From an optimization exercise on the open Yosys and OpenROAD flow, aimed at small area, a short achievable clock period and few clock cycles; shortcuts taken in it are not production practice. In this exercise RTL edits were held to simulation tests only and were not proved equivalent to the original. Power figures rest on the tool's default switching activity, not on a simulated workload.

## epdq_dither
module epdq_dither #(
    parameter MAX_W = 12
) (
    input  wire        clk,
    input  wire        rst,
    input  wire        start,
    input  wire [1:0]  cfg_op,
    input  wire [2:0]  cfg_mode,
    input  wire [5:0]  cfg_width,
    input  wire [7:0]  cfg_thr_grey,
    input  wire [15:0] cfg_thr3,
    input  wire [15:0] cfg_thr4,
    input  wire [23:0] cfg_margin,
    input  wire [23:0] cfg_color_red,
    input  wire [23:0] cfg_color_yel,
    input  wire        in_valid,
    output reg         in_ready,
    input  wire [7:0]  in_r,
    input  wire [7:0]  in_g,
    input  wire [7:0]  in_b,
    output reg         out_valid,
    input  wire        out_ready,
    output reg  [1:0]  out_sym,
    output reg  [7:0]  out_luma,
    output reg  [23:0] out_q
);
    localparam OP_DGREY  = 2'd1;
    localparam OP_DCOLOR = 2'd2;
    localparam M_BINARY = 3'd0;
    localparam M_BWR    = 3'd1;
    localparam M_BWY    = 3'd2;
    localparam M_BWYR   = 3'd3;
    localparam M_GRAY4  = 3'd4;
    localparam NE = MAX_W - 3;       
    reg [1:0]  op_q;
    reg [2:0]  mode_q;
    reg [3:0]  w_q;
    reg [7:0]  tg_q, l_q, c_q, my_q, mrb_q, mrg_q;
    reg [23:0] col2_q, red_q;
    always @(posedge clk) begin
        op_q   <= cfg_op;
        mode_q <= cfg_mode;
        w_q    <= cfg_width[3:0];
        tg_q   <= cfg_thr_grey;
  ...
Settings: LEC_CHECK=0, ABC_AREA=1, CAP_MARGIN=50, CORE_MARGIN=2, CORE_UTILIZATION=50, CTS_CLUSTER_DIAMETER=80, CTS_CLUSTER_SIZE=30, PLACE_DENSITY=0.6, SLEW_MARGIN=75; clock period 30.0 ns.
standard.sh (not shown) runs the stock make flow with config.mk's settings and CLKGATE_MAP_FILE= SYNTH_SCRIPT=/design/flow/synth_recipe.tcl, a recipe that flattens the netlist after the stock synthesis.
==> flow/flow/run.sh <==
#!/bin/bash
# The standard layout, with every port buffered by a buf_1 cell instead of
# the default port buffer. The make output goes to standard.log, each tool's
# own log to orfs/logs/.
set -euo pipefail
export BUFFER_PORTS_ARGS="-buffer_cell sky130_fd_sc_hd__buf_1"
bash standard.sh > standard.log 2>&1
Testbench counts at the start, summed over its fixed seeds: cycles 13,142.
Change:
--- a/flow/config.mk
+++ b/flow/config.mk
@@ -9 +9 @@
-export CAP_MARGIN = 50
+export CAP_MARGIN = 60
@@ -15 +15 @@
-export SLEW_MARGIN = 75
+export SLEW_MARGIN = 80
What happened: The changed run completed without violations. Wire length climbs by 1.6%. Worst setup slack hardly moves. Sequential power is about the same. Cell count goes up by 1.1%. Clock power is lower by about 2%. Combinational power is higher by about 4%. Die area does not change. Count of clock-buffer cells in the layout stays the same. Design area rises by 3.4%.
Change:
==> flow/flow/run.sh (replaced) <==
#!/bin/bash
# The standard layout, with every port buffered by a buf_2 cell instead of
# the default port buffer. The make output goes to standard.log, each tool's
# own log to orfs/logs/.
set -euo pipefail
export BUFFER_PORTS_ARGS="-buffer_cell sky130_fd_sc_hd__buf_2"
bash standard.sh > standard.log 2>&1
--- a/flow/config.mk
+++ b/flow/config.mk
@@ -9 +9 @@
-export CAP_MARGIN = 60
+export CAP_MARGIN = 40
@@ -15 +15 @@
-export SLEW_MARGIN = 80
+export SLEW_MARGIN = 60
Outcome:
- The changed run completed without violations
- flip-flop and latch count stays the same
- total power drops by about 5%
- fmax drops by 3.8%
- critical path depth went up by 34
- final area decreases by 6.2%
- setup slack degrades by 280 ps
- die area stays the same
- via count went down by 2.3%
Change:
==> flow/flow/run.sh (replaced) <==
#!/bin/bash
# The standard layout, with every port buffered by a buf_1 cell instead of
# the default port buffer. The make output goes to standard.log, each tool's
# own log to orfs/logs/.
set -euo pipefail
export BUFFER_PORTS_ARGS="-buffer_cell sky130_fd_sc_hd__buf_1"
bash standard.sh > standard.log 2>&1
--- a/flow/config.mk
+++ b/flow/config.mk
@@ -9 +9 @@
-export CAP_MARGIN = 40
+export CAP_MARGIN = 50
@@ -11 +11 @@
-export CORE_UTILIZATION = 50
+export CORE_UTILIZATION = 65
@@ -14,2 +14,2 @@
-export PLACE_DENSITY = 0.6
-export SLEW_MARGIN = 60
+export PLACE_DENSITY = 0.75
+export SLEW_MARGIN = 70
The changed run went through all stages and came out clean.
Sequential cell count is unchanged.
Clock skew barely changes.
Non-clock buffer count goes up by 26.
Total power goes up by 3.4%.
Combinational power goes up by about 5%.
Routed wire length goes up by about 5.5%.

[afterwards: timing with drivers on the ports]
Ports are ideal in the flow. The routed layouts listed here were re-timed in OpenROAD.
Step 1 sets driving cells, clkbuf_16 on the clock port and buf_2 on the other inputs (assumed; they add their load-dependent delay and slew).
Step 2 adds t to the input delays and takes it off the output delays; t is the mean of the earliest and latest rising clock arrival at the registers after step 1. Input paths then give back, and output paths get back, about the clock's delay inside the block.
a / b / c = no drivers / after step 1 / after step 2; a / b = the first two.
run | t, ns | setup slack, ns | pins driven straight from the clock port
the first run | 0.647 | 22.868 / 22.803 / 22.669 | 1
the second run | 0.653 | 22.866 / 22.800 / 22.664 | 1
the third run | 0.704 | 22.585 / 22.585 / 22.350 | 1
the fourth run | 0.649 | 22.851 / 22.790 / 22.355 | 1
After both steps setup and hold are still met in every run listed. The setup slack of the fourth run, which loses most, moves by -0.061 ns with the drivers and by -0.496 ns with both steps.
